Context: an optimization exercise on an open-source flow, tuned for small area, a short achievable clock period and few clock cycles per item. The choices shown serve that exercise and are no tape-out recipe. Only simulation tests tie the RTL to the original design; equivalence was not proved.

Setup of PW:
==> module edhe_addcs, before the edit <==
module edhe_addcs #(parameter W = 24, parameter L = 12) (
    input  wire [W-1:0] a,
    input  wire [W-1:0] b,
    input  wire         ci,
    output wire [W-1:0] s,
    output wire         co
);
    wire [L-1:0]   sl;
    wire           cl;
    edhe_add #(L) u_lo (.a(a[L-1:0]), .b(b[L-1:0]), .ci(ci), .s(sl), .co(cl));
    wire [W-L-1:0] h0, h1;
    wire           c0, c1;
    edhe_add #(W - L) u_h0 (.a(a[W-1:L]), .b(b[W-1:L]), .ci(1'b0), .s(h0), .co(c0));
    edhe_add #(W - L) u_h1 (.a(a[W-1:L]), .b(b[W-1:L]), .ci(1'b1), .s(h1), .co(c1));
    assign s  = {cl ? h1 : h0, sl};
    assign co = cl ? c1 : c0;
endmodule
export LEC_CHECK = 0
export ABC_AREA = 1
export CAP_MARGIN = 20
export CORE_MARGIN = 2
export CORE_UTILIZATION = 60
export CTS_CLUSTER_DIAMETER = 160
export CTS_CLUSTER_SIZE = 24
export SLEW_MARGIN = 20
create_clock -name core_clock -period 190.0 [get_ports {clk}]
standard.sh (not shown) runs the stock make flow with config.mk's settings and CLKGATE_MAP_FILE= SYNTH_SCRIPT=/design/flow/synth_recipe.tcl, a recipe that flattens the netlist after the stock synthesis.
==> flow/flow/run.sh <==
#!/bin/bash
# The standard layout (the standard.sh: the same synthesis script and steps), with these
# settings changed:
#  - SYNTH_ARGS=-noabc: Yosys's generic synth skips its early "abc -fast" pass, which breaks
#    the hand-written full-adder chains apart; the registers, their names and their cell types
#    are unchanged.
#  - the technology mapping uses ORFS's area script with its mapping step replaced by
#    "amap" (a copy of ORFS's scripts folder, with only abc_area.script changed).
#  - the buffers placed on the input and output ports are plain buf_1 cells instead of the
#    delay buffers ORFS picks by default. Every port still gets its buffer.
set -euo pipefail
rm -rf scripts_abc
cp -r "$FLOW_HOME/scripts" scripts_abc
printf 'strash\ndch\namap\ntopo\nstime -c\nbuffer -c\nupsize -c\ndnsize -c\n' > scripts_abc/abc_area.script
bash standard.sh "SCRIPTS_DIR=$PWD/scripts_abc" "SYNTH_ARGS=-noabc" "BUFFER_PORTS_ARGS=-buffer_cell sky130_fd_sc_hd__buf_1" finish > standard_flow.log 2>&1
PW did not stop at any stage, and its layout met the timing, DRC and antenna checks.
Testbench counts of PW, summed over its fixed seeds: cycles 24,032, items 24,000.
Input-level comparison between TR and PW:
--- a/flow/design.v
+++ b/flow/design.v
@@ -260,16 +260,16 @@
     output wire         co
 );
     wire [L-1:0]   sl;
     wire           cl;
     edhe_add #(L) u_lo (.a(a[L-1:0]), .b(b[L-1:0]), .ci(ci), .s(sl), .co(cl));
-    wire [W-L-1:0] h0, h1;
-    wire           c0, c1;
+    wire [W-L-1:0] h0, hs;
+    wire           c0, ic;
     edhe_add #(W - L) u_h0 (.a(a[W-1:L]), .b(b[W-1:L]), .ci(1'b0), .s(h0), .co(c0));
-    edhe_add #(W - L) u_h1 (.a(a[W-1:L]), .b(b[W-1:L]), .ci(1'b1), .s(h1), .co(c1));
-    assign s  = {cl ? h1 : h0, sl};
-    assign co = cl ? c1 : c0;
+    edhe_inc #(W - L) u_hi (.a(h0), .ci(cl), .s(hs), .co(ic));
+    assign s  = {hs, sl};
+    assign co = c0 | ic;
 endmodule
 module edhe_ge #(parameter W = 32) (
     input  wire [W-1:0] a,
     input  wire [W-1:0] b,
     output wire         ge
Findings:
Status | PW and TR | clean. Any difference in clock transition time at the flip-flop clock pins of the worst setup and hold paths between PW and TR is small enough to ignore. Taking PW as the reference point, the growth of design area from synthesis to finish of TR rises by 0.26 points. Row wire length on met2: TR higher / PW lower. Diff PW -> TR: number of enable-type register cells in the synthesized netlist shows no meaningful change. Buffer count excluding the clock tree in the final layout, PW and TR: larger value in TR. TR ended with more cell area after technology mapping than PW. Status: fmax parity (TR, PW). TR reports a higher wire length than PW does. Row count of clock-buffer cells in the layout: TR higher / PW lower. Run comparison: PW end point of the critical path out_q[1]; TR end point of the critical path out_q[7].
Testbench counts of TR, summed over its fixed seeds: cycles 24,032, items 24,000.

==> port drivers added, routing unchanged <==
The results above use ideal ports. As a check the final layouts listed here were re-extracted and re-timed, cells and wires unchanged. Step 1, drivers: a clkbuf_16 drives clk and a buf_2 each remaining input, both assumed. Step 2 adds t to the input delays and takes it off the output delays; t is the mean of the earliest and latest rising clock arrival at the registers after step 1. Input paths then give back, and output paths get back, about the clock's delay inside the block. a / b / c = ideal ports / drivers / drivers and shift; a / b = the first two.
run | t (ns) | setup WS [ns] | worst setup path after step 2 | worst slew at a driven data input, ns
PW | 0.659 | 150.886 / 150.818 / 150.786 | input to register | 0.12
TR | 0.663 | 150.880 / 150.813 / 150.934 | input to register | 0.10
After both steps setup and hold are still met in every run listed. For PW, which loses most, drivers alone change the setup slack by -0.068 ns; drivers and shift together by -0.100 ns.
